This design comes from an exercise in tuning for small area on the open sky130 flow, not from production work. RTL that was checked went through simulation tests only; none was proved equivalent to the original. The RTL of run 2 was laid out without a check of its function. Power is estimated from default activity; no workload was simulated.

==> design.v <==
module rgbvm_core (
    input  wire        clk,
    input  wire        rst,
    input  wire        start,
    input  wire [31:0] entry_ip,
    input  wire [16:0] entry_sp,
    input  wire [16:0] stack_top,
    input  wire [16:0] stack_low,
    input  wire        budget_en,
    input  wire [31:0] budget,
    output wire        busy,
    output reg         done,
    output wire [2:0]  status,
    output wire [31:0] res_ip,
    output wire [16:0] res_sp,
    output wire [31:0] res_count,
    output reg         mem_en,
    output reg         mem_we,
    output wire [15:0] mem_addr,
    output wire [7:0]  mem_wdata,
    input  wire [7:0]  mem_rdata,
    output wire        call_req,
    output wire [7:0]  call_id,
    output wire [16:0] call_sp,
    input  wire        call_ack,
    input  wire        call_ok,
    output wire        out_req,
    output wire [7:0]  out_data,
    input  wire        out_ack,
    input  wire        out_ok
);
    localparam [2:0] ST_HALTED    = 3'd0;
    localparam [2:0] ST_INVALIDOP = 3'd1;
    localparam [2:0] ST_OVERFLOW  = 3'd2;
    localparam [2:0] ST_UNDERFLOW = 3'd3;
    localparam [2:0] ST_DIVZERO   = 3'd4;
    localparam [2:0] ST_INVCALL   = 3'd5;
    localparam [2:0] ST_OOB       = 3'd6;
    localparam [2:0] ST_YIELDED   = 3'd7;
    localparam [7:0] OP_NOOP  = 8'h00, OP_PUSH  = 8'h01, OP_POP   = 8'h02,
                     OP_PC8   = 8'h03, OP_PC16  = 8'h04, OP_PC32  = 8'h05,
                     OP_DUP   = 8'h06, OP_SWAP  = 8'h07, OP_POP8  = 8'h08,
                     OP_PUSH8 = 8'h09, OP_CONS  = 8'h0A, OP_OUT   = 8'h0E,
                     OP_HALT  = 8'h0F, OP_ADD   = 8'h10, OP_SUB   = 8'h11,
                     OP_MUL   = 8'h12, OP_DIV   = 8'h13, OP_MOD   = 8'h14,
                     OP_INV   = 8'h15, OP_ABS   = 8'h16, OP_ADD8  = 8'h17,
                     OP_JRNZ  = 8'h20, OP_JRZ   = 8'h21, OP_JR    = 8'h22,
                     OP_CALL  = 8'h23, OP_EQ    = 8'h30, OP_NEQ   = 8'h31,
                     OP_LT    = 8'h32, OP_BT    = 8'h33, OP_LTE   = 8'h34,
                     OP_BTE   = 8'h35, OP_SIN   = 8'h40, OP_COS   = 8'h41;
    localparam [4:0] S_IDLE  = 5'd24;
    localparam [4:0] S_FETCH = 5'd0,    
                     S_DEC   = 5'd1,    
                     S_OPND  = 5'd2,    
                     S_SEXT  = 5'd3,    
                     S_CHK   = 5'd4,    
                     S_LD    = 5'd5,    
                     S_RMW   = 5'd6,    
                     S_COPY  = 5'd7,    
                     S_WR    = 5'd8,    
                     S_CMP   = 5'd9,   
                     S_CLR   = 5'd10,   
                     S_SGN   = 5'd11,   
                     S_MPASS = 5'd12,   
                     S_DTRY  = 5'd13,   
                     S_DRST  = 5'd14,   
                     S_SHL   = 5'd15,   
                     S_HOST  = 5'd16,   
                     S_IPA   = 5'd17,   
                     S_IPB   = 5'd18,   
                     S_CNT   = 5'd19,   
                     S_SGN0  = 5'd20,   
                     S_CHK2  = 5'd21,   
                     S_XCH   = 5'd22,   
                     S_XBK   = 5'd23;   
    reg [4:0]  state;
    reg [31:0] ip;
    reg [16:0] sp;
    reg [31:0] count;
    reg [6:0]  op;        
    reg [31:0] R;
    reg [2:0]  i;         
    reg        ph;        
    wire [4:0] k = ip[21:17];
    reg        c;         
    reg        z;         
    reg        pm;        
    reg        fa;        
    reg        fb;        
    reg        mb;        
    assign res_ip    = ip;
    assign res_sp    = sp;
    assign res_count = count;
    assign busy      = !(state[4] && state[3]);
    assign status    = state[2:0];
    function op_valid(input [7:0] o);
        case (o)
            OP_NOOP, OP_PUSH, OP_POP, OP_PC8, OP_PC16, OP_PC32, OP_DUP, OP_SWAP,
            OP_POP8, OP_PUSH8, OP_CONS, OP_OUT, OP_HALT,
            OP_ADD, OP_SUB, OP_MUL, OP_DIV, OP_MOD, OP_INV, OP_ABS, OP_ADD8,
            OP_JRNZ, OP_JRZ, OP_JR, OP_CALL,
            OP_EQ, OP_NEQ, OP_LT, OP_BT, OP_LTE, OP_BTE, OP_SIN, OP_COS:
                op_valid = 1'b1;
            default: op_valid = 1'b0;
        endcase
    endfunction
    function [2:0] op_len(input [7:0] o);
        case (o)
            OP_PUSH, OP_POP, OP_POP8, OP_PUSH8, OP_PC16: op_len = 3'd3;
            OP_PC8, OP_ADD8, OP_JRNZ, OP_JRZ, OP_JR, OP_CALL: op_len = 3'd2;
            OP_PC32: op_len = 3'd5;
            default: op_len = 3'd1;
        endcase
    endfunction
    wire [7:0] opc = {1'b0, op};
    wire is_bin = (opc == OP_SWAP) || (opc == OP_ADD) || (opc == OP_SUB) ||
                  (opc == OP_MUL) || (opc == OP_DIV) || (opc == OP_MOD) ||
                  (opc == OP_EQ) || (opc == OP_NEQ) || (opc == OP_LT) ||
                  (opc == OP_BT) || (opc == OP_LTE) || (opc == OP_BTE);
    wire need1  = (opc == OP_POP) || (opc == OP_POP8) || (opc == OP_CONS) ||
                  (opc == OP_DUP) || (opc == OP_INV) || (opc == OP_ABS) ||
                  (opc == OP_ADD8) || (opc == OP_JRNZ) || (opc == OP_JRZ) ||
                  (opc == OP_SIN) || (opc == OP_COS) || (opc == OP_OUT) || is_bin;
    wire room   = (opc == OP_PUSH) || (opc == OP_PUSH8) || (opc == OP_PC8) ||
                  (opc == OP_PC16) || (opc == OP_PC32) || (opc == OP_DUP);
    wire pops   = (opc == OP_POP) || (opc == OP_POP8) || (opc == OP_CONS) ||
                  (opc == OP_OUT) || (opc == OP_JRNZ) || (opc == OP_JRZ) ||
                  (is_bin && opc != OP_SWAP);
    wire is_div = (opc == OP_DIV) || (opc == OP_MOD);
    wire [2:0]  len = op_len(opc);
    wire [15:0] ea  = R[31:16];
    wire        chk_doob  = ((opc == OP_PUSH) || (opc == OP_POP)) && (&ea[15:2]) && (ea[1:0] != 2'b00);
    wire        via_ea    = (opc == OP_PUSH) || (opc == OP_POP) || (opc == OP_PUSH8) || (opc == OP_POP8);
    wire [2:0]  ea_d = ea[2:0] - sp[2:0];
    wire        bwd  = (opc == OP_POP) ? (ea_d == 3'd1 || ea_d == 3'd2 || ea_d == 3'd3)
                                       : (ea_d == 3'd5 || ea_d == 3'd6 || ea_d == 3'd7);
    localparam [2:0] A_0 = 3'd0, A_R = 3'd1, A_SH = 3'd2, A_S8 = 3'd3, A_LEN = 3'd4, A_M = 3'd5;
    localparam [2:0] B_0 = 3'd0, B_M = 3'd1, B_SIN = 3'd2, B_IP = 3'd3, B_CNT = 3'd4;
    reg  [2:0] asel, bsl;
    reg        ia, ib;
    reg  [7:0] a_v, b_v;
    wire       i0 = (i[1:0] == 2'd0);
    wire [7:0] sin_idx = {mem_rdata[7:6] + {1'b0, op[0]}, mem_rdata[5:0]};
    wire [7:0] sin_val;
    rgbvm_sin_rom u_sin (.idx(sin_idx), .val(sin_val));
    always @(*) begin
        case (asel)
            A_R:     a_v = R[7:0];
            A_SH:    a_v = {R[6:0], pm};
            A_S8:    a_v = i0 ? R[31:24] : {8{R[31]}};
            A_LEN:   a_v = i0 ? {5'd0, len} : 8'd0;
            A_M:     a_v = mem_rdata;
            default: a_v = 8'd0;
        endcase
        case (bsl)
            B_M:     b_v = mem_rdata;
            B_SIN:   b_v = i0 ? sin_val : 8'd0;
            B_IP:    b_v = ip[7:0];
            B_CNT:   b_v = count[7:0];
            default: b_v = 8'd0;
        endcase
    end
    wire [8:0] alu   = {1'b0, a_v ^ {8{ia}}} + {1'b0, b_v ^ {8{ib}}} + {8'd0, c};
    wire [7:0] alu_o = alu[7:0];
    wire       alu_c = alu[8];
    wire lt_n = (mem_rdata[7] != R[7]) ? mem_rdata[7] : alu_o[7];
    wire z_n  = z && (alu_o == 8'd0);
    reg  cmp_res;
    always @(*) begin
        case (opc)
            OP_EQ:   cmp_res = z_n;
            OP_NEQ:  cmp_res = !z_n;
            OP_LT:   cmp_res = lt_n;
            OP_BT:   cmp_res = !lt_n && !z_n;
            OP_LTE:  cmp_res = lt_n || z_n;
            default: cmp_res = !lt_n;
        endcase
    end
    wire taken = (opc == OP_JR) || (opc == OP_JRNZ && !z) || (opc == OP_JRZ && z);
    wire [7:0] bud = budget[8*i[1:0] +: 8];
    wire [1:0] ip_up = {ip[31], ip[16]} + {1'b0, alu_c} - {1'b0, (state == S_IPB) && R[31]};
    wire last = (i[1:0] == 2'd3);
    assign call_req = (state == S_HOST) && (opc == OP_CALL);
    assign out_req  = (state == S_HOST) && (opc == OP_OUT);
    assign call_id  = R[31:24];
    assign out_data = R[31:24];
    assign call_sp  = sp;
    assign mem_wdata = alu_o;
    reg        b_ip, nos, spo;
    reg [1:0]  oj;
    wire [3:0]  off  = spo ? {room, 3'b100} :
                       (state == S_OPND) ? {1'b0, i} : {1'b0, nos, oj};
    wire [17:0] adr  = (b_ip ? {2'b00, ip[15:0]} : {1'b0, sp}) + {{14{off[3]}}, off};
    assign mem_addr = adr[15:0];
    wire        sp_eq     = (adr[16:2] == stack_top[16:2]);
    wire        chk_under = room && (adr[17] || (adr[16:0] < stack_low));
    always @(*) begin
        mem_en = 1'b0;
        mem_we = 1'b0;
        b_ip   = 1'b0;
        spo    = 1'b0;
        nos    = is_bin;
        oj     = i[1:0];
        asel   = A_0;
        bsl    = B_M;
        ia     = 1'b0;
        ib     = 1'b0;
        case (state)
            S_FETCH: begin
                mem_en = !(budget_en && z) && (ip[31:16] == 16'd0);
                b_ip   = 1'b1;
                oj     = 2'd0;
                nos    = 1'b0;
            end
            S_OPND: begin
                mem_en = !ph;
                b_ip   = 1'b1;
            end
            S_SEXT: begin
                bsl = B_0;
                ia  = fa;
            end
            S_LD: begin
                mem_en = !ph;
                nos    = 1'b0;
            end
            S_RMW: begin
                mem_en = 1'b1;
                mem_we = ph;
                case (opc)
                    OP_ADD:  asel = A_R;
                    OP_SUB:  begin asel = A_R; ia = 1'b1; end
                    OP_ADD8: asel = A_S8;
                    OP_SIN, OP_COS: bsl = B_SIN;
                    OP_INV:  ib = 1'b1;
                    OP_ABS:  ib = fa;
                    default: ib = (k == 5'd0) ? fa : (fa ^ fb);    
                endcase
            end
            S_COPY: begin
                mem_en = 1'b1;
                mem_we = ph;
                oj     = i[1:0] ^ {2{bwd}};
                nos    = 1'b0;
                case (opc)
                    OP_PUSH:  b_ip = !ph;
                    OP_POP:   b_ip = ph;
                    OP_POP8:  b_ip = ph;
                    OP_PUSH8: begin
                        b_ip = !ph;
                        if (!i0) bsl = B_0;
                    end
                    default: nos = !ph;    
                endcase
                if (opc != OP_PUSH && opc != OP_POP) oj = i[1:0];
            end
            S_WR: begin
                mem_en = 1'b1;
                mem_we = 1'b1;
                bsl    = B_0;
                if (opc == OP_MOD) ia = fa;
                if (!(opc == OP_EQ || opc == OP_NEQ || opc == OP_LT ||
                      opc == OP_BT || opc == OP_LTE || opc == OP_BTE))
                    asel = A_R;
            end
            S_CMP: begin
                mem_en = !ph;
                asel   = A_R;
                ia     = 1'b1;
            end
            S_SGN, S_SGN0: begin
                mem_en = !ph;
                oj     = 2'd3;
            end
            S_MPASS: begin
                mem_en = !ph;
                nos    = 1'b0;
                asel   = A_SH;
                if (!mb) bsl = B_0;
            end
            S_DTRY: begin
                mem_en = !ph;
                nos    = 1'b0;
                asel   = A_SH;
                ib     = !fb;
            end
            S_DRST: begin
                mem_en = !ph;
                nos    = 1'b0;
                asel   = A_R;
                ib     = fb;
            end
            S_SHL: begin
                mem_en = 1'b1;
                mem_we = ph;
                asel   = A_M;
            end
            S_CLR: bsl = B_0;
            S_IPA: begin
                asel = A_LEN;
                bsl  = B_IP;
                spo  = 1'b1;
            end
            S_IPB: begin
                asel = A_S8;
                bsl  = B_IP;
            end
            S_CNT: bsl = B_CNT;
            S_CHK: begin
                oj  = 2'd0;
                nos = 1'b0;
            end
            S_CHK2: spo = 1'b1;
            S_XCH: begin
                if (i[1]) asel = A_R;
                else      bsl  = B_IP;
                if (i[1]) bsl  = B_0;
            end
            S_XBK: begin
                asel = A_R;
                bsl  = B_0;
            end
            default: ;
        endcase
    end
    task automatic finish(input [2:0] code);
        begin
            done   <= 1'b1;
            state  <= {2'b11, code};
        end
    endtask
    task automatic pass(input [4:0] st, input cinit);
        begin
            state <= st;
            i     <= 3'd0;
            ph    <= 1'b0;
            c     <= cinit;
        end
    endtask
    task automatic shift_r;
        R <= {alu_o, R[31:8]};
    endtask
    always @(posedge clk) begin
        if (rst) begin
            state <= S_IDLE;
            done  <= 1'b0;
        end else begin
            done <= 1'b0;
            case (state)
                S_IDLE, 5'd25, 5'd26, 5'd27, 5'd28, 5'd29, 5'd30, 5'd31: begin
                    if (start) begin
                        ip    <= entry_ip;
                        sp    <= entry_sp;
                        count <= 32'hFFFFFFFF;    
                        op    <= OP_NOOP[6:0];
                        z     <= 1'b1;
                        pass(S_CNT, 1'b1);
                    end
                end
                S_FETCH: begin
                    if (budget_en && z)
                        finish(ST_YIELDED);
                    else if (ip[31:16] != 16'd0)
                        finish(ST_OOB);
                    else
                        state <= S_DEC;
                end
                S_DEC: begin
                    op <= mem_rdata[6:0];
                    i  <= 3'd1;
                    c  <= 1'b0;
                    ph <= 1'b0;
                    if (!op_valid(mem_rdata))
                        finish(ST_INVALIDOP);
                    else if ((&ip[15:2]) && (op_len(mem_rdata) == 3'd5 ||
                             (op_len(mem_rdata) == 3'd3 && ip[1]) ||
                             (op_len(mem_rdata) == 3'd2 && ip[1] && ip[0])))
                        finish(ST_OOB);
                    else if (op_len(mem_rdata) == 3'd1)
                        state <= S_CHK;
                    else
                        state <= S_OPND;
                end
                S_OPND: begin
                    ph <= !ph;
                    if (ph) begin
                        shift_r;
                        fa <= mem_rdata[7];
                        i  <= i + 3'd1;
                        if (i + 3'd1 == len)
                            state <= (opc == OP_PC8 || opc == OP_PC16) ? S_SEXT : S_CHK;
                    end
                end
                S_SEXT: begin
                    shift_r;
                    i <= i + 3'd1;
                    if (i == 3'd4)
                        state <= S_CHK;
                end
                S_CHK: begin
                    if (need1 && sp_eq)
                        finish(ST_OVERFLOW);
                    else
                        state <= S_CHK2;
                end
                S_CHK2: begin
                    if (is_bin && sp_eq)
                        finish(ST_OVERFLOW);
                    else if (chk_under)
                        finish(ST_UNDERFLOW);
                    else if (chk_doob)
                        finish(ST_OOB);
                    else begin
                        if (room)
                            sp <= adr[16:0];
                        z <= 1'b1;
                        case (opc)
                            OP_NOOP, OP_HALT, OP_CONS, OP_JR: pass(S_IPA, 1'b0);
                            OP_CALL: state <= S_HOST;
                            OP_PUSH, OP_POP, OP_POP8, OP_PUSH8: pass(S_XCH, 1'b0);
                            OP_DUP: pass(S_COPY, 1'b0);
                            OP_PC8, OP_PC16, OP_PC32: pass(S_WR, 1'b0);
                            OP_INV: pass(S_RMW, 1'b1);
                            OP_ABS: pass(S_SGN0, 1'b0);
                            OP_ADD8, OP_SIN, OP_COS: pass(S_RMW, 1'b0);
                            OP_MUL: pass(S_CLR, 1'b0);
                            default: pass(S_LD, 1'b0);   
                        endcase
                    end
                end
                S_LD: begin
                    ph <= !ph;
                    if (ph) begin
                        if (opc != OP_JRNZ && opc != OP_JRZ)
                            shift_r;
                        if (mem_rdata != 8'd0) z <= 1'b0;
                        fb <= mem_rdata[7];
                        i  <= i + 3'd1;
                        if (last || opc == OP_OUT) begin
                            case (opc)
                                OP_OUT: state <= S_HOST;
                                OP_JRNZ, OP_JRZ: pass(S_IPA, 1'b0);
                                OP_SWAP: pass(S_COPY, 1'b0);
                                OP_ADD: pass(S_RMW, 1'b0);
                                OP_SUB: pass(S_RMW, 1'b1);
                                OP_DIV, OP_MOD: begin
                                    if (z && mem_rdata == 8'd0)
                                        finish(ST_DIVZERO);
                                    else
                                        pass(S_SGN0, 1'b0);
                                end
                                default: begin
                                    pass(S_CMP, 1'b1);
                                    z <= 1'b1;
                                end
                            endcase
                        end
                    end
                end
                S_SGN0: begin
                    ph <= !ph;
                    if (ph) begin
                        fa <= mem_rdata[7];
                        pass(S_RMW, mem_rdata[7]);
                    end
                end
                S_SGN: begin
                    ph <= !ph;
                    if (ph) begin
                        mb <= mem_rdata[7];
                        pm <= (opc == OP_MUL) ? 1'b0 : mem_rdata[7];
                        if (opc == OP_MUL)
                            pass(S_MPASS, 1'b0);
                        else
                            pass(S_DTRY, !fb);
                    end
                end
                S_RMW: begin
                    ph <= !ph;
                    if (ph) begin
                        c <= alu_c;
                        if (opc == OP_ADD || opc == OP_SUB)
                            shift_r;
                        i <= i + 3'd1;
                        if (last) begin
                            if (is_div && k == 5'd0)    
                                pass(S_CLR, 1'b0);
                            else
                                pass(S_IPA, 1'b0);
                        end
                    end
                end
                S_COPY: begin
                    ph <= !ph;
                    if (ph) begin
                        i <= i + 3'd1;
                        if (last || opc == OP_POP8) begin
                            if (opc == OP_SWAP)
                                pass(S_WR, 1'b0);
                            else if (via_ea)
                                pass(S_XBK, 1'b0);
                            else
                                pass(S_IPA, 1'b0);
                        end
                    end
                end
                S_WR: begin
                    c <= alu_c;
                    shift_r;
                    i <= i + 3'd1;
                    if (last)
                        pass(S_IPA, 1'b0);
                end
                S_CMP: begin
                    ph <= !ph;
                    if (ph) begin
                        c <= alu_c;
                        shift_r;
                        z <= z_n;
                        i <= i + 3'd1;
                        if (last)
                            pass(S_WR, cmp_res);
                    end
                end
                S_CLR: begin
                    shift_r;
                    i <= i + 3'd1;
                    ip[21:17] <= 5'd31;
                    if (last)
                        pass(S_SGN, 1'b0);
                end
                S_MPASS, S_DTRY, S_DRST: begin
                    ph <= !ph;
                    if (ph) begin
                        c  <= alu_c;
                        pm <= R[7];
                        shift_r;
                        i  <= i + 3'd1;
                        if (last) begin
                            if (state == S_MPASS)
                                pass(S_SHL, 1'b0);
                            else if (state == S_DTRY && !alu_c)
                                pass(S_DRST, fb);
                            else
                                pass(S_SHL, state == S_DTRY);
                        end
                    end
                end
                S_SHL: begin
                    ph <= !ph;
                    if (ph) begin
                        c <= alu_c;
                        i <= i + 3'd1;
                        if (last) begin
                            ip[21:17] <= k - 5'd1;
                            if (k == 5'd0) begin
                                if (opc == OP_DIV)
                                    pass(S_RMW, fa ^ fb);
                                else
                                    pass(S_WR, (opc == OP_MOD) && fa);
                            end else
                                pass(S_SGN, 1'b0);
                        end
                    end
                end
                S_XCH: begin
                    shift_r;
                    ip[15:0] <= {alu_o, ip[15:8]};
                    i <= i + 3'd1;
                    if (last)
                        pass(S_COPY, 1'b0);
                end
                S_XBK: begin
                    shift_r;
                    ip[15:0] <= {alu_o, ip[15:8]};
                    i <= i + 3'd1;
                    if (i[0])
                        pass(S_IPA, 1'b0);
                end
                S_HOST: begin
                    if ((call_req && call_ack) || (out_req && out_ack)) begin
                        if ((call_req && call_ok) || (out_req && out_ok))
                            pass(S_IPA, 1'b0);
                        else
                            finish(ST_INVCALL);
                    end
                end
                S_IPA, S_IPB: begin
                    if (state == S_IPA && i == 3'd0 && pops)
                        sp <= adr[16:0];
                    ip[15:0] <= {alu_o, ip[15:8]};
                    c <= alu_c;
                    i <= i + 3'd1;
                    if (i[0]) begin
                        ip[16]    <= ip_up[0];
                        ip[31:17] <= {15{ip_up[1]}};
                        if (state == S_IPA && taken)
                            pass(S_IPB, 1'b0);
                        else begin
                            pass(S_CNT, 1'b1);
                            z <= 1'b1;
                        end
                    end
                end
                S_CNT: begin
                    count <= {alu_o, count[31:8]};
                    c <= alu_c;
                    i <= i + 3'd1;
                    if (alu_o != bud) z <= 1'b0;
                    if (last) begin
                        if (opc == OP_HALT)
                            finish(ST_HALTED);
                        else
                            state <= S_FETCH;
                    end
                end
            endcase
        end
    end
endmodule
module rgbvm_sin_rom (input wire [7:0] idx, output wire [7:0] val);
    wire [6:0] j = idx[6] ? (7'd64 - {1'b0, idx[5:0]}) : {1'b0, idx[5:0]};
    reg  [6:0] d;
    always @(*) begin
        case (j)
            7'd0: d = 7'd0;
            7'd1: d = 7'd3;
            7'd2: d = 7'd6;
            7'd3: d = 7'd9;
            7'd4: d = 7'd12;
            7'd5: d = 7'd15;
            7'd6: d = 7'd18;
            7'd7: d = 7'd21;
            7'd8: d = 7'd24;
            7'd9: d = 7'd27;
            7'd10: d = 7'd30;
            7'd11: d = 7'd34;
            7'd12: d = 7'd37;
            7'd13: d = 7'd39;
            7'd14: d = 7'd42;
            7'd15: d = 7'd45;
            7'd16: d = 7'd48;
            7'd17: d = 7'd51;
            7'd18: d = 7'd54;
            7'd19: d = 7'd57;
            7'd20: d = 7'd60;
            7'd21: d = 7'd62;
            7'd22: d = 7'd65;
            7'd23: d = 7'd68;
            7'd24: d = 7'd70;
            7'd25: d = 7'd73;
            7'd26: d = 7'd75;
            7'd27: d = 7'd78;
            7'd28: d = 7'd80;
            7'd29: d = 7'd83;
            7'd30: d = 7'd85;
            7'd31: d = 7'd87;
            7'd32: d = 7'd90;
            7'd33: d = 7'd92;
            7'd34: d = 7'd94;
            7'd35: d = 7'd96;
            7'd36: d = 7'd98;
            7'd37: d = 7'd100;
            7'd38: d = 7'd102;
            7'd39: d = 7'd104;
            7'd40: d = 7'd106;
            7'd41: d = 7'd107;
            7'd42: d = 7'd109;
            7'd43: d = 7'd110;
            7'd44: d = 7'd112;
            7'd45: d = 7'd113;
            7'd46: d = 7'd115;
            7'd47: d = 7'd116;
            7'd48: d = 7'd117;
            7'd49: d = 7'd118;
            7'd50: d = 7'd120;
            7'd51: d = 7'd121;
            7'd52: d = 7'd122;
            7'd53: d = 7'd122;
            7'd54: d = 7'd123;
            7'd55: d = 7'd124;
            7'd56: d = 7'd125;
            7'd57: d = 7'd125;
            7'd58: d = 7'd126;
            7'd59: d = 7'd126;
            7'd60: d = 7'd126;
            7'd61: d = 7'd127;
            7'd62: d = 7'd127;
            7'd63: d = 7'd127;
            7'd64: d = 7'd127;
            default: d = 7'd0;
        endcase
    end
    assign val = (idx == 8'd128) ? 8'd128 : {~idx[7], d ^ {7{idx[7]}}};
endmodule
==> flow/run.sh <==
#!/bin/bash
set -euo pipefail
export BUFFER_PORTS_ARGS="-buffer_cell sky130_fd_sc_hd__buf_1"
export CTS_ARGS="-sink_clustering_enable -repair_clock_nets -dont_use_dummy_load -buf_list sky130_fd_sc_hd__clkbuf_8"
bash standard.sh finish > standard_flow.log 2>&1
==> standard.sh <==
#!/bin/bash
# synth_recipe.tcl (not shown) runs the flow's synth.tcl, then flattens the netlist and writes it again
# the make line also repeats each setting of config.mk as NAME=value (left out here)
make -C /OpenROAD-flow-scripts/flow DESIGN_CONFIG=/design/flow/config.mk WORK_HOME=/design/flow/orfs CLKGATE_MAP_FILE= SYNTH_SCRIPT=/design/flow/synth_recipe.tcl "${@:-finish}"
==> config.mk <==
export PLATFORM = sky130hd
export DESIGN_NAME = rgbvm_core
export DESIGN_NICKNAME = rgbvm_core
export VERILOG_FILES = /design/flow/design.v
export SDC_FILE = /design/flow/constraint.sdc
export NUM_CORES = 4
export LEC_CHECK = 0
export ABC_AREA = 1
export CAP_MARGIN = 20
export CORE_MARGIN = 2
export CORE_UTILIZATION = 40
export SLEW_MARGIN = 20
==> constraint.sdc <==
create_clock -name core_clock -period 9.5 [get_ports {clk}]
set_input_delay 1.9000 -clock core_clock [delete_from_list [all_inputs] [get_ports {clk}]]
set_output_delay 1.9000 -clock core_clock [all_outputs]
set_load 0.01 [all_outputs]
==> notes.md, run 1 <==
- # DRC: 0
- Pre-Repair DR Iteration Count: 6
- Final Max Tran Viols: 0
- Worst setup SP type: input port
- Most frequent cells in the layout: nand2_1, buf_1, inv_1
- HP Class: reg -> reg
- Max H-tree Level: 4
- Final worst path period need: 8.19 ns
- Diodes inserted: 0
- Worst-Margin Slew: 1.07 ns
- Via count: 13800
- Starting Density: 40.3%
- Core region area: 31300 sq um
- Vias/cell: 5.54
- Layout Nets: 2280
- CP Class: in -> out
- Leakage: 6.42 nW
- Die Height: 182 microns
- Maximum buffer depth of the clock tree: 2
- Post-CTS Hold Buffers: 0
- Clk sinks: 136
- First-pass GRT wire length: 75.9 mm
- Area grow syn2layout: 11.6%
- Pin count of the biggest net entering global routing: 35
- RSZ-0062 raised after global routing: false
- Worst-skew pair later-pin latency: 0.50 ns
- DRT antenna net count: 0
- Worst rel slew slack: 28.8%
- Arrival time worst endpoint: 6.29 ns
- Violation count after the first detailed-routing iteration: 1471
- PostCTS Resize Cnt: 0
- Met3 Usage GRT: 5.46%
- Synthesized instance count: 1852
- Seq/Total Area, Yosys: 31.9%
- Worst clock skew: 0.0505 ns
- Seq cells post-synth: 136
- Ys flop type: edfxtp_1
- Std-Cell Rows: 65
- Die width: 182 microns
- Cell variety after synth: 59
- HPWL Detailed: 41.6 mm
- Max-cap violations: 0
- Post-CTS setup buffers: 0
- Status: complete, no violations
- Final worst setup slack: 1.31 ns
- Post-DR wirelength/cell: 20.6 microns
- Worst-path fanout max: 14
- # port buffers: 275
- Worst IR Drop VDD: 0.000144 V
- Gr usage total: 30.6%
- GRT overflow: 0
- CTS tree: yes
- Busiest grt layer: met2
- Max Clk Rate: 122 MHz
- Vias in the first global route: 12700
- TritonCTS Buffers: 17
- Root Buffer: clkbuf_8
- Post-synthesis net count: 2043
- Post-synth EDFFs: 130
- Fin. Hold Viols: 0
- Leading cell type in the layout, fill and taps excluded: nand2_1
- Mapped Avg Cell Area: 6.82 sq um
- Critical Path RT: 7.60 ns
- Met1 Use GR: 41.2%
- Pwr per Cell Area: 278 nW/um^2
- Hold slack: 0.387 ns
- IO Count: 278
- Grt met2 use: 50.6%
- Die area: 33000 sq um
- Crit. End Element: output pin
- Crit share post-route: 86.2%
- Setup Viol. Count Final: 0
- Register clock-pin slew on the reported worst setup and hold paths: 0.11 ns
- FFs w/ async S/R, synth: 0%
- Setup Slack @ Placement: 1.36 ns
- Placer Congestion: 0.983
- Synth warnings: 2
- Setup TNS: 0 ns
- Syn Std Cell Area: 12600 sq um
- Total Wirelength: 51.2 mm
- Layout cells sized above 1: 6.23%
- Initial antenna violation count: 1
cell usage after synthesis (all sizes together), types with 5 or more instances:
cell / n / area share, %
clkbuf: 22 / 0.65
a31oi: 13 / 0.69
nor3: 47 / 1.9
edfxtp: 130 / 31
nand4: 24 / 1.2
o21ai: 87 / 3.5
xor2: 24 / 1.8
dfxtp: 6 / 0.95
ha: 56 / 5.6
buf: 49 / 2.8
nand2: 490 / 15
o2111ai: 10 / 0.79
or2: 27 / 1.3
a22oi: 7 / 0.42
o221ai: 7 / 0.49
nand3: 142 / 5.7
nor2: 229 / 7.4
mux2: 5 / 0.45
o211ai: 15 / 0.97
xnor2: 11 / 0.76
nor4: 16 / 0.84
nand3b: 7 / 0.42
o22ai: 15 / 0.74
inv: 276 / 8.2
a21oi: 102 / 4.0
critical path, stage by stage:
cell and delay [ns]:
buf_1 0.14, inv_1 0.28, ha_1 0.32, inv_1 0.14
nor2_2 0.17, inv_1 0.08, nand3_1 0.07, nand2_1 0.20
inv_2 0.27, nand2_1 0.14, o2111ai_1 0.25, nand3_1 0.15
nand2_1 0.08, nand2_1 0.05, nand3_1 0.11, nand2_1 0.06
nand2_1 0.05, nand2_1 0.10, fa_1 0.36, inv_1 0.09
fa_1 0.22, nand3_1 0.08, nand2_1 0.11, a21oi_1 0.08
o21bai_1 0.22, xor2_1 0.36, buf_1 0.21
where the power goes:
group          switching, mW  internal (mW)  leakage, nW
clock network          0.216          0.157        0.122
logic                   1.77          0.753         5.13
registers              0.151          0.878         1.17
total                   2.13           1.79         6.42
flip-flops by register name, summed over array words and instances, names as in the netlist:
signal  cells
state       5
c           1
mb          1
fb          1
ip         32
sp         17
R          32
pm          1
fa          1
ph          1
i           3
done        1
count      32
z           1
op          7
worst paths after layout:
kind,cells past startpoint,endpoint,slack (ns),start
hold / removal,0,R[2],0.39,R[10]
hold reg to reg,0,R[2],0.39,R[10]
setup reg to reg,28,ip[19],2.78,state[1]
setup / recovery,27,mem_wdata[6],1.31,mem_rdata[1]
cell families after synthesis:
group                      Yosys count  synth area share, %
and+or+nand+nor                    987                 34.0
buffers and inverters              349                 11.7
AOI/OAI and AO/OA                  280                 13.2
DFF                                136                 31.9
adders and majority gates           60                 6.18
xor gates and xnor gates            35                 2.58
muxes                                5                0.446
layer usage:
layer / vias to the layer above / share of wire [%]
li1: 6586 / -
met1: 6513 / 43
met2: 622 / 47
met3: 78 / 7.7
met4: 2 / 2.5
met5: - / 0.025
cell type report:
cell class / instances / area [sq um]
Timing Repair Buffer: 289 / 1140
Inverter: 278 / 1040
Tap cell: 402 / 503
Multi-Input combinational cell: 1367 / 7150
Clock buffer: 17 / 234
Sequential cell: 136 / 4020
Fill cell: 3328 / 17200
metrics by stage:
stage,power [mW],cell area [sq um],cells,utilization (%)
CTS,3.91,14100,2489,45.0
finish,3.92,14100,2489,45.0
detailed placement,3.53,13900,2472,44.2
floorplan,2.65,12600,1852,-
global placement,3.51,13900,2472,44.2
global route,4.22,14100,2489,45.0
==> run 2: changes to the inputs <==
--- a/design.v
+++ b/design.v
@@ -134,15 +134,20 @@
     wire [2:0]  ea_d = ea[2:0] - sp[2:0];
     wire        bwd  = (opc == OP_POP) ? (ea_d == 3'd1 || ea_d == 3'd2 || ea_d == 3'd3)
                                        : (ea_d == 3'd5 || ea_d == 3'd6 || ea_d == 3'd7);
-    localparam [2:0] A_0 = 3'd0, A_R = 3'd1, A_SH = 3'd2, A_S8 = 3'd3, A_LEN = 3'd4, A_M = 3'd5;
+    localparam [2:0] A_0 = 3'd0, A_R = 3'd1, A_SH = 3'd2, A_S8 = 3'd3, A_LEN = 3'd4, A_M = 3'd5,
+                     A_SIN = 3'd6;
     localparam [2:0] B_0 = 3'd0, B_M = 3'd1, B_SIN = 3'd2, B_IP = 3'd3, B_CNT = 3'd4;
     reg  [2:0] asel, bsl;
     reg        ia, ib;
     reg  [7:0] a_v, b_v;
     wire       i0 = (i[1:0] == 2'd0);
     wire [7:0] sin_idx = {mem_rdata[7:6] + {1'b0, op[0]}, mem_rdata[5:0]};
-    wire [7:0] sin_val;
-    rgbvm_sin_rom u_sin (.idx(sin_idx), .val(sin_val));
+    wire [5:0] sin_m   = sin_idx[6] ? (6'd0 - sin_idx[5:0]) : sin_idx[5:0];
+    wire       sin_64  = sin_idx[6] && (sin_idx[5:0] == 6'd0);
+    wire       sin_h   = sin_idx[7] && (sin_idx[6:0] != 7'd0);
+    wire [4:0] sin_e;
+    rgbvm_sin_e u_sin (.m(sin_m), .e(sin_e));
+    reg        cx;
     always @(*) begin
         case (asel)
             A_R:     a_v = R[7:0];
@@ -150,17 +155,18 @@
             A_S8:    a_v = i0 ? R[31:24] : {8{R[31]}};
             A_LEN:   a_v = i0 ? {5'd0, len} : 8'd0;
             A_M:     a_v = mem_rdata;
+            A_SIN:   a_v = (i0 && !sin_64) ? {1'b1, sin_m, 1'b0} : 8'd0;
             default: a_v = 8'd0;
         endcase
         case (bsl)
             B_M:     b_v = mem_rdata;
-            B_SIN:   b_v = i0 ? sin_val : 8'd0;
+            B_SIN:   b_v = !i0 ? 8'd0 : sin_64 ? 8'hFF : {3'd0, sin_e};
             B_IP:    b_v = ip[7:0];
             B_CNT:   b_v = count[7:0];
             default: b_v = 8'd0;
         endcase
     end
-    wire [8:0] alu   = {1'b0, a_v ^ {8{ia}}} + {1'b0, b_v ^ {8{ib}}} + {8'd0, c};
+    wire [8:0] alu   = {1'b0, a_v ^ {8{ia}}} + {1'b0, b_v ^ {8{ib}}} + {8'd0, c | cx};
     wire [7:0] alu_o = alu[7:0];
     wire       alu_c = alu[8];
     wire lt_n = (mem_rdata[7] != R[7]) ? mem_rdata[7] : alu_o[7];
@@ -205,6 +211,7 @@
         bsl    = B_M;
         ia     = 1'b0;
         ib     = 1'b0;
+        cx     = 1'b0;
         case (state)
             S_FETCH: begin
                 mem_en = !(budget_en && z) && (ip[31:16] == 16'd0);
@@ -231,7 +238,13 @@
                     OP_ADD:  asel = A_R;
                     OP_SUB:  begin asel = A_R; ia = 1'b1; end
                     OP_ADD8: asel = A_S8;
-                    OP_SIN, OP_COS: bsl = B_SIN;
+                    OP_SIN, OP_COS: begin
+                        asel = A_SIN;
+                        bsl  = B_SIN;
+                        ia   = i0 && sin_h;
+                        ib   = i0 && sin_h;
+                        cx   = i0 && sin_h;
+                    end
                     OP_INV:  ib = 1'b1;
                     OP_ABS:  ib = fa;
                     default: ib = (k == 5'd0) ? fa : (fa ^ fb);    
@@ -478,7 +491,8 @@
                 S_RMW: begin
                     ph <= !ph;
                     if (ph) begin
-                        c <= alu_c;
+                        if (!(opc == OP_SIN || opc == OP_COS))
+                            c <= alu_c;
                         if (opc == OP_ADD || opc == OP_SUB)
                             shift_r;
                         i <= i + 3'd1;
@@ -618,78 +632,343 @@
         end
     end
 endmodule
-module rgbvm_sin_rom (input wire [7:0] idx, output wire [7:0] val);
-    wire [6:0] j = idx[6] ? (7'd64 - {1'b0, idx[5:0]}) : {1'b0, idx[5:0]};
-    reg  [6:0] d;
+module rgbvm_sin_rom (
+    input  wire [7:0] idx,
+    output reg  [7:0] val
+);
+    always @(*) begin
+        case (idx)
+            8'd0: val = 8'd128;
+            8'd1: val = 8'd131;
+            8'd2: val = 8'd134;
+            8'd3: val = 8'd137;
+            8'd4: val = 8'd140;
+            8'd5: val = 8'd143;
+            8'd6: val = 8'd146;
+            8'd7: val = 8'd149;
+            8'd8: val = 8'd152;
+            8'd9: val = 8'd155;
+            8'd10: val = 8'd158;
+            8'd11: val = 8'd162;
+            8'd12: val = 8'd165;
+            8'd13: val = 8'd167;
+            8'd14: val = 8'd170;
+            8'd15: val = 8'd173;
+            8'd16: val = 8'd176;
+            8'd17: val = 8'd179;
+            8'd18: val = 8'd182;
+            8'd19: val = 8'd185;
+            8'd20: val = 8'd188;
+            8'd21: val = 8'd190;
+            8'd22: val = 8'd193;
+            8'd23: val = 8'd196;
+            8'd24: val = 8'd198;
+            8'd25: val = 8'd201;
+            8'd26: val = 8'd203;
+            8'd27: val = 8'd206;
+            8'd28: val = 8'd208;
+            8'd29: val = 8'd211;
+            8'd30: val = 8'd213;
+            8'd31: val = 8'd215;
+            8'd32: val = 8'd218;
+            8'd33: val = 8'd220;
+            8'd34: val = 8'd222;
+            8'd35: val = 8'd224;
+            8'd36: val = 8'd226;
+            8'd37: val = 8'd228;
+            8'd38: val = 8'd230;
+            8'd39: val = 8'd232;
+            8'd40: val = 8'd234;
+            8'd41: val = 8'd235;
+            8'd42: val = 8'd237;
+            8'd43: val = 8'd238;
+            8'd44: val = 8'd240;
+            8'd45: val = 8'd241;
+            8'd46: val = 8'd243;
+            8'd47: val = 8'd244;
+            8'd48: val = 8'd245;
+            8'd49: val = 8'd246;
+            8'd50: val = 8'd248;
+            8'd51: val = 8'd249;
+            8'd52: val = 8'd250;
+            8'd53: val = 8'd250;
+            8'd54: val = 8'd251;
+            8'd55: val = 8'd252;
+            8'd56: val = 8'd253;
+            8'd57: val = 8'd253;
+            8'd58: val = 8'd254;
+            8'd59: val = 8'd254;
+            8'd60: val = 8'd254;
+            8'd61: val = 8'd255;
+            8'd62: val = 8'd255;
+            8'd63: val = 8'd255;
+            8'd64: val = 8'd255;
+            8'd65: val = 8'd255;
+            8'd66: val = 8'd255;
+            8'd67: val = 8'd255;
+            8'd68: val = 8'd254;
+            8'd69: val = 8'd254;
+            8'd70: val = 8'd254;
+            8'd71: val = 8'd253;
+            8'd72: val = 8'd253;
+            8'd73: val = 8'd252;
+            8'd74: val = 8'd251;
+            8'd75: val = 8'd250;
+            8'd76: val = 8'd250;
+            8'd77: val = 8'd249;
+            8'd78: val = 8'd248;
+            8'd79: val = 8'd246;
+            8'd80: val = 8'd245;
+            8'd81: val = 8'd244;
+            8'd82: val = 8'd243;
+            8'd83: val = 8'd241;
+            8'd84: val = 8'd240;
+            8'd85: val = 8'd238;
+            8'd86: val = 8'd237;
+            8'd87: val = 8'd235;
+            8'd88: val = 8'd234;
+            8'd89: val = 8'd232;
+            8'd90: val = 8'd230;
+            8'd91: val = 8'd228;
+            8'd92: val = 8'd226;
+            8'd93: val = 8'd224;
+            8'd94: val = 8'd222;
+            8'd95: val = 8'd220;
+            8'd96: val = 8'd218;
+            8'd97: val = 8'd215;
+            8'd98: val = 8'd213;
+            8'd99: val = 8'd211;
+            8'd100: val = 8'd208;
+            8'd101: val = 8'd206;
+            8'd102: val = 8'd203;
+            8'd103: val = 8'd201;
+            8'd104: val = 8'd198;
+            8'd105: val = 8'd196;
+            8'd106: val = 8'd193;
+            8'd107: val = 8'd190;
+            8'd108: val = 8'd188;
+            8'd109: val = 8'd185;
+            8'd110: val = 8'd182;
+            8'd111: val = 8'd179;
+            8'd112: val = 8'd176;
+            8'd113: val = 8'd173;
+            8'd114: val = 8'd170;
+            8'd115: val = 8'd167;
+            8'd116: val = 8'd165;
+            8'd117: val = 8'd162;
+            8'd118: val = 8'd158;
+            8'd119: val = 8'd155;
+            8'd120: val = 8'd152;
+            8'd121: val = 8'd149;
+            8'd122: val = 8'd146;
+            8'd123: val = 8'd143;
+            8'd124: val = 8'd140;
+            8'd125: val = 8'd137;
+            8'd126: val = 8'd134;
+            8'd127: val = 8'd131;
+            8'd128: val = 8'd128;
+            8'd129: val = 8'd124;
+            8'd130: val = 8'd121;
+            8'd131: val = 8'd118;
+            8'd132: val = 8'd115;
+            8'd133: val = 8'd112;
+            8'd134: val = 8'd109;
+            8'd135: val = 8'd106;
+            8'd136: val = 8'd103;
+            8'd137: val = 8'd100;
+            8'd138: val = 8'd97;
+            8'd139: val = 8'd93;
+            8'd140: val = 8'd90;
+            8'd141: val = 8'd88;
+            8'd142: val = 8'd85;
+            8'd143: val = 8'd82;
+            8'd144: val = 8'd79;
+            8'd145: val = 8'd76;
+            8'd146: val = 8'd73;
+            8'd147: val = 8'd70;
+            8'd148: val = 8'd67;
+            8'd149: val = 8'd65;
+            8'd150: val = 8'd62;
+            8'd151: val = 8'd59;
+            8'd152: val = 8'd57;
+            8'd153: val = 8'd54;
+            8'd154: val = 8'd52;
+            8'd155: val = 8'd49;
+            8'd156: val = 8'd47;
+            8'd157: val = 8'd44;
+            8'd158: val = 8'd42;
+            8'd159: val = 8'd40;
+            8'd160: val = 8'd37;
+            8'd161: val = 8'd35;
+            8'd162: val = 8'd33;
+            8'd163: val = 8'd31;
+            8'd164: val = 8'd29;
+            8'd165: val = 8'd27;
+            8'd166: val = 8'd25;
+            8'd167: val = 8'd23;
+            8'd168: val = 8'd21;
+            8'd169: val = 8'd20;
+            8'd170: val = 8'd18;
+            8'd171: val = 8'd17;
+            8'd172: val = 8'd15;
+            8'd173: val = 8'd14;
+            8'd174: val = 8'd12;
+            8'd175: val = 8'd11;
+            8'd176: val = 8'd10;
+            8'd177: val = 8'd9;
+            8'd178: val = 8'd7;
+            8'd179: val = 8'd6;
+            8'd180: val = 8'd5;
+            8'd181: val = 8'd5;
+            8'd182: val = 8'd4;
+            8'd183: val = 8'd3;
+            8'd184: val = 8'd2;
+            8'd185: val = 8'd2;
+            8'd186: val = 8'd1;
+            8'd187: val = 8'd1;
+            8'd188: val = 8'd1;
+            8'd189: val = 8'd0;
+            8'd190: val = 8'd0;
+            8'd191: val = 8'd0;
+            8'd192: val = 8'd0;
+            8'd193: val = 8'd0;
+            8'd194: val = 8'd0;
+            8'd195: val = 8'd0;
+            8'd196: val = 8'd1;
+            8'd197: val = 8'd1;
+            8'd198: val = 8'd1;
+            8'd199: val = 8'd2;
+            8'd200: val = 8'd2;
+            8'd201: val = 8'd3;
+            8'd202: val = 8'd4;
+            8'd203: val = 8'd5;
+            8'd204: val = 8'd5;
+            8'd205: val = 8'd6;
+            8'd206: val = 8'd7;
+            8'd207: val = 8'd9;
+            8'd208: val = 8'd10;
+            8'd209: val = 8'd11;
+            8'd210: val = 8'd12;
+            8'd211: val = 8'd14;
+            8'd212: val = 8'd15;
+            8'd213: val = 8'd17;
+            8'd214: val = 8'd18;
+            8'd215: val = 8'd20;
+            8'd216: val = 8'd21;
+            8'd217: val = 8'd23;
+            8'd218: val = 8'd25;
+            8'd219: val = 8'd27;
+            8'd220: val = 8'd29;
+            8'd221: val = 8'd31;
+            8'd222: val = 8'd33;
+            8'd223: val = 8'd35;
+            8'd224: val = 8'd37;
+            8'd225: val = 8'd40;
+            8'd226: val = 8'd42;
+            8'd227: val = 8'd44;
+            8'd228: val = 8'd47;
+            8'd229: val = 8'd49;
+            8'd230: val = 8'd52;
+            8'd231: val = 8'd54;
+            8'd232: val = 8'd57;
+            8'd233: val = 8'd59;
+            8'd234: val = 8'd62;
+            8'd235: val = 8'd65;
+            8'd236: val = 8'd67;
+            8'd237: val = 8'd70;
+            8'd238: val = 8'd73;
+            8'd239: val = 8'd76;
+            8'd240: val = 8'd79;
+            8'd241: val = 8'd82;
+            8'd242: val = 8'd85;
+            8'd243: val = 8'd88;
+            8'd244: val = 8'd90;
+            8'd245: val = 8'd93;
+            8'd246: val = 8'd97;
+            8'd247: val = 8'd100;
+            8'd248: val = 8'd103;
+            8'd249: val = 8'd106;
+            8'd250: val = 8'd109;
+            8'd251: val = 8'd112;
+            8'd252: val = 8'd115;
+            8'd253: val = 8'd118;
+            8'd254: val = 8'd121;
+            8'd255: val = 8'd124;
+            default: val = 8'd0;
+        endcase
+    end
+endmodule
+module rgbvm_sin_e (
+    input  wire [5:0] m,
+    output reg  [4:0] e
+);
     always @(*) begin
-        case (j)
-            7'd0: d = 7'd0;
-            7'd1: d = 7'd3;
-            7'd2: d = 7'd6;
-            7'd3: d = 7'd9;
-            7'd4: d = 7'd12;
-            7'd5: d = 7'd15;
-            7'd6: d = 7'd18;
-            7'd7: d = 7'd21;
-            7'd8: d = 7'd24;
-            7'd9: d = 7'd27;
-            7'd10: d = 7'd30;
-            7'd11: d = 7'd34;
-            7'd12: d = 7'd37;
-            7'd13: d = 7'd39;
-            7'd14: d = 7'd42;
-            7'd15: d = 7'd45;
-            7'd16: d = 7'd48;
-            7'd17: d = 7'd51;
-            7'd18: d = 7'd54;
-            7'd19: d = 7'd57;
-            7'd20: d = 7'd60;
-            7'd21: d = 7'd62;
-            7'd22: d = 7'd65;
-            7'd23: d = 7'd68;
-            7'd24: d = 7'd70;
-            7'd25: d = 7'd73;
-            7'd26: d = 7'd75;
-            7'd27: d = 7'd78;
-            7'd28: d = 7'd80;
-            7'd29: d = 7'd83;
-            7'd30: d = 7'd85;
-            7'd31: d = 7'd87;
-            7'd32: d = 7'd90;
-            7'd33: d = 7'd92;
-            7'd34: d = 7'd94;
-            7'd35: d = 7'd96;
-            7'd36: d = 7'd98;
-            7'd37: d = 7'd100;
-            7'd38: d = 7'd102;
-            7'd39: d = 7'd104;
-            7'd40: d = 7'd106;
-            7'd41: d = 7'd107;
-            7'd42: d = 7'd109;
-            7'd43: d = 7'd110;
-            7'd44: d = 7'd112;
-            7'd45: d = 7'd113;
-            7'd46: d = 7'd115;
-            7'd47: d = 7'd116;
-            7'd48: d = 7'd117;
-            7'd49: d = 7'd118;
-            7'd50: d = 7'd120;
-            7'd51: d = 7'd121;
-            7'd52: d = 7'd122;
-            7'd53: d = 7'd122;
-            7'd54: d = 7'd123;
-            7'd55: d = 7'd124;
-            7'd56: d = 7'd125;
-            7'd57: d = 7'd125;
-            7'd58: d = 7'd126;
-            7'd59: d = 7'd126;
-            7'd60: d = 7'd126;
-            7'd61: d = 7'd127;
-            7'd62: d = 7'd127;
-            7'd63: d = 7'd127;
-            7'd64: d = 7'd127;
-            default: d = 7'd0;
+        case (m)
+            6'd0: e = 5'd0;
+            6'd1: e = 5'd1;
+            6'd2: e = 5'd2;
+            6'd3: e = 5'd3;
+            6'd4: e = 5'd4;
+            6'd5: e = 5'd5;
+            6'd6: e = 5'd6;
+            6'd7: e = 5'd7;
+            6'd8: e = 5'd8;
+            6'd9: e = 5'd9;
+            6'd10: e = 5'd10;
+            6'd11: e = 5'd12;
+            6'd12: e = 5'd13;
+            6'd13: e = 5'd13;
+            6'd14: e = 5'd14;
+            6'd15: e = 5'd15;
+            6'd16: e = 5'd16;
+            6'd17: e = 5'd17;
+            6'd18: e = 5'd18;
+            6'd19: e = 5'd19;
+            6'd20: e = 5'd20;
+            6'd21: e = 5'd20;
+            6'd22: e = 5'd21;
+            6'd23: e = 5'd22;
+            6'd24: e = 5'd22;
+            6'd25: e = 5'd23;
+            6'd26: e = 5'd23;
+            6'd27: e = 5'd24;
+            6'd28: e = 5'd24;
+            6'd29: e = 5'd25;
+            6'd30: e = 5'd25;
+            6'd31: e = 5'd25;
+            6'd32: e = 5'd26;
+            6'd33: e = 5'd26;
+            6'd34: e = 5'd26;
+            6'd35: e = 5'd26;
+            6'd36: e = 5'd26;
+            6'd37: e = 5'd26;
+            6'd38: e = 5'd26;
+            6'd39: e = 5'd26;
+            6'd40: e = 5'd26;
+            6'd41: e = 5'd25;
+            6'd42: e = 5'd25;
+            6'd43: e = 5'd24;
+            6'd44: e = 5'd24;
+            6'd45: e = 5'd23;
+            6'd46: e = 5'd23;
+            6'd47: e = 5'd22;
+            6'd48: e = 5'd21;
+            6'd49: e = 5'd20;
+            6'd50: e = 5'd20;
+            6'd51: e = 5'd19;
+            6'd52: e = 5'd18;
+            6'd53: e = 5'd16;
+            6'd54: e = 5'd15;
+            6'd55: e = 5'd14;
+            6'd56: e = 5'd13;
+            6'd57: e = 5'd11;
+            6'd58: e = 5'd10;
+            6'd59: e = 5'd8;
+            6'd60: e = 5'd6;
+            6'd61: e = 5'd5;
+            6'd62: e = 5'd3;
+            6'd63: e = 5'd1;
+            default: e = 5'd0;
         endcase
     end
-    assign val = (idx == 8'd128) ? 8'd128 : {~idx[7], d ^ {7{idx[7]}}};
 endmodule
==> flow/run.sh (replaced) <==
#!/bin/bash
# The standard layout with three changes: port buffers from the smallest
# buffer cell, a clock tree of clkbuf_8 without dummy loads, and the
# floorplan's combinational cells set to their smallest drive strength before
# placement (the later repair steps size up what timing needs).
set -euo pipefail
export BUFFER_PORTS_ARGS="-buffer_cell sky130_fd_sc_hd__buf_1"
export CTS_ARGS="-sink_clustering_enable -repair_clock_nets -dont_use_dummy_load -buf_list sky130_fd_sc_hd__clkbuf_8"
bash standard.sh floorplan > standard_floorplan.log 2>&1
export DS_DB="orfs/results/${FLOW_PLATFORM}/rgbvm_core/base/2_floorplan.odb"
export DS_DONT_USE="$(make -s -f - print-dont-use <<'MK' 2>/dev/null || true
include config.mk
print-dont-use: ; @echo $(DONT_USE_CELLS)
MK
)"
openroad -no_init -exit flow/downsize.tcl > downsize.log 2>&1
bash standard.sh finish > standard_finish.log 2>&1
==> flow/downsize.tcl (new file) <==
# Swap each combinational cell of the floorplan for the smallest cell of its
# family (same function and pins, lower drive strength). Flip-flops, clock
# cells and tap cells keep their masters. Later repair steps size cells up
# again where timing, slew or capacitance call for it.
read_db $::env(DS_DB)
set db [ord::get_db]
set block [ord::get_db_block]
set dont_use [split $::env(DS_DONT_USE)]
set swapped 0
set saved 0
foreach inst [$block getInsts] {
    set master [$inst getMaster]
    set name [$master getName]
    if {![regexp {^(sky130_fd_sc_hd__[a-z0-9]+)_([0-9]+)$} $name -> base drive]} {
        continue
    }
    if {[regexp {__(df|edf|sdf|dl|sdl|clk|tap|fill|decap|conb|diode|lpflow|probe)} $base]} {
        continue
    }
    set best $master
    foreach d {0 1 2 4} {
        set cand [$db findMaster ${base}_$d]
        if {$cand == "NULL" || $cand eq ""} { continue }
        if {[lsearch -exact $dont_use [$cand getName]] >= 0} { continue }
        if {[$cand getWidth] < [$best getWidth]} { set best $cand }
    }
    if {$best ne $master} {
        incr saved [expr {[$master getWidth] - [$best getWidth]}]
        $inst swapMaster $best
        incr swapped
    }
}
puts "downsize: swapped $swapped cells, width saved $saved dbu"
write_db $::env(DS_DB)
==> run 2 against run 1 <==
Effect of this change:
- critical endpoint unchanged
- register-to-register slack hardly changed
- maximum frequency decreased by 4.1%
- hold slack better by 0.0062 ns
- utilization shrank 0.11 points
- first-iteration DRC count shrank 4.2%
==> notes.md, run 2 <==
- Root Buffer: clkbuf_8
- GRT overflow: 0
- Worst-skew pair later-pin latency: 0.48 ns
- Gr usage total: 30.4%
- TritonCTS Buffers: 17
- Worst setup SP type: input port
- Worst clock skew: 0.0420 ns
- Status: complete, no violations
- Max Clk Rate: 117 MHz
- Placer Congestion: 1.00
- Setup Viol. Count Final: 0
- Worst Path Buf+Inv: 7
- Initial antenna violation count: 0
- Post-DR wirelength/cell: 20.8 microns
- Crit path from: mem_rdata[0]
- Final Max Tran Viols: 0
- HPWL Detailed: 40.8 mm
- Register clock-pin slew on the reported worst setup and hold paths: 0.09 ns
- Critical path's slowest cell: xor2_1
- Leakage: 6.32 nW
- Worst R2R Start: i[1]
- IO Count: 278
- First-pass GRT wire length: 75.7 mm
- Layout cells sized above 1: 4.50%
- Mapped Avg Cell Area: 6.95 sq um
- Register cell area after layout: 4020 sq um
- Final worst path period need: 8.54 ns
- Ys flop type: edfxtp_1
- Worst-Margin Slew: 1.07 ns
- FFs w/ async S/R, synth: 0%
- Top-count cell post-synth: nand2_1
- Synth warnings: 2
- Post-synth EDFFs: 130
- Via count: 13600
- Layout Nets: 2237
- Pin count of the biggest net entering global routing: 33
- Post-synthesis net count: 1998
- Post-CTS setup buffers: 0
- Power, Total: 3.78 mW
- CTS tree: yes
- Std-Cell Rows: 64
- Pre-Repair DR Iteration Count: 5
- Fillers: 3368
- Vias in the first global route: 12600
- Most used cell along the critical path: nand2_1
- HP Class: reg -> reg
- Main area contributors after synthesis: edfxtp_1, nand2_1, inv_1, nor2_1, ha_1
- Syn Std Cell Area: 12500 sq um
- CP Class: in -> out
- HP Start: R[11]
- Worst IR Drop VDD: 0.000136 V
- Worst rel slew slack: 28.4%
- Worst-path fanout max: 10
- Crit. End Element: output pin
- Post-synth top area share: 31.1%
- Clk sinks: 136
- Arrival time worst endpoint: 6.64 ns
- PostCTS Resize Cnt: 0
- Die area: 32800 sq um
- Leading cell type in the layout, fill and taps excluded: nand2_1
- Crit share post-route: 89.9%
- Die width: 181 microns
- Multi-input logic area: 6860 sq um
- Vias/cell: 5.56
- Largest regs: R (32), count (32), ip (32)
- Starting Density: 40.8%
- RSZ-0062 raised after global routing: false
- Maximum buffer depth of the clock tree: 2
- Pwr per Cell Area: 274 nW/um^2
- DRT antenna net count: 0
- Most frequent cells in the layout: nand2_1, buf_1, inv_1
- # DRC: 0
- Post-CTS Hold Buffers: 0
- Synthesized instance count: 1806
- Area grow syn2layout: 9.99%
- Max H-tree Level: 4
- Critical Path RT: 7.60 ns
- Cell variety after synth: 62
- # port buffers: 275
- Setup TNS: 0 ns
- Leading cell types by count after synthesis: nand2_1, inv_1, nor2_1, edfxtp_1, nand3_1
- Max incr delay on CP: 0.53 ns
- Fin. Hold Viols: 0
- Violation count after the first detailed-routing iteration: 1409
- Total Wirelength: 50.9 mm
- Max-cap violations: 0
- Die Height: 181 microns
- Seq cells post-synth: 136
- Area leader, netlist: edfxtp_1
- Seq/Total Area, Yosys: 32.1%
- Delay-heaviest family, CP: simple AND/OR/NAND/NOR gates
- Diodes inserted: 0
- Core region area: 30700 sq um
[run 2: cell count changes after synthesis, moves of 6 or more]
cell / previous run / this run
nand4_1: 24 / 39
nor2_1: 212 / 191
nand2_1: 472 / 448
inv_1: 260 / 252
nand3_1: 141 / 115
o211ai_1: 13 / 7
a21oi_1: 102 / 86
o21ai_0: 79 / 97
nor4_1: 15 / 7
[run 2: metrics by stage]
step	instances	worst slack, ns	hold WS (ns)	utilization [%]	area [sq um]
after floorplan	1806	2.43	0.400	-	12500
after global placement	2422	1.06	0.400	44.1	13600
after detailed placement	2422	1.03	0.407	44.1	13600
after CTS	2439	1.03	0.400	44.9	13800
after global routing	2439	0.384	0.409	44.9	13800
final	2439	0.956	0.394	44.9	13800
[run 2: kinds of logic (layout without fill, tap and decap cells)]
group	count (synthesis)	count (layout)	share of synthesized area, %
simple gates	939	939	33.3
buf+inv	347	584	11.6
compound gates	274	274	12.9
flops	136	136	32.1
fa+ha+maj	61	61	6.32
xor+xnor	43	43	3.26
mux	6	6	0.538
[run 2: worst reg2reg max path: cells and delay by family, from the launching register on]
family | cells | cell delay [ns]
compound gates | 6 | 0.78
simple gates | 10 | 2.11
xor+xnor | 1 | 0.12
buf+inv | 6 | 1.20
flops | 1 | 0.60
fa+ha+maj | 5 | 1.62
[run 2: metal layers]
layer	vias to the layer above	part of all wire, %	track usage (%)	routed length [microns]
met5	-	0	0	0
met4	0	2.3	7.80	1150
met3	77	6.9	3.89	3510
met2	613	47	50.9	23700
met1	6430	44	41.6	22500
li1	6441	-	-	-
[run 2: worst paths after layout]
kind / endpoint / slack, ns / cells past startpoint
max: mem_wdata[6] / 0.96 / 27
min: R[3] / 0.39 / 0
max reg2reg: ip[17] / 2.77 / 28
min reg2reg: R[3] / 0.39 / 0
[run 2: power breakdown]
| group | internal, mW | leakage [nW] | switching, mW |
|---|---|---|---|
| Sequential | 0.877 | 1.17 | 0.137 |
| Combinational | 0.699 | 5.02 | 1.68 |
| Clock | 0.158 | 0.122 | 0.225 |
[run 2: final cells by class]
class | count | area share (%)
Sequential cell | 136 | 29.2
Timing Repair Buffer | 291 | 8.35
Clock buffer | 17 | 1.70
Inverter | 276 | 7.51
Multi-Input combinational cell | 1323 | 49.7
Tap cell | 396 | 3.59

## static timing again, ports no longer ideal
Ports are ideal in the flow. The routed layouts listed here were re-timed in OpenROAD.
Step 1: set_driving_cell puts a clkbuf_16 on clk and a buf_2 on each other input, an assumption about the parent block.
Step 2, shift: input delay + t, output delay - t, t = (earliest + latest rising clock arrival at the registers) / 2. This alone moves slack from input paths to output paths.
a / b / c = ideal / step 1 / step 2; a / b = the first two.
run | shift t [ns] | setup slack, ns | worst register clock-pin slew, ns
run 1 | 0.526 | 1.310 / 1.288 / 1.288 | 0.11 / 0.11
run 2 | 0.506 | 0.956 / 0.936 / 0.936 | 0.10 / 0.10
After both steps setup and hold are still met in every run listed. For run 1, which loses most, drivers alone change the setup slack by -0.022 ns; drivers and shift together by -0.022 ns.
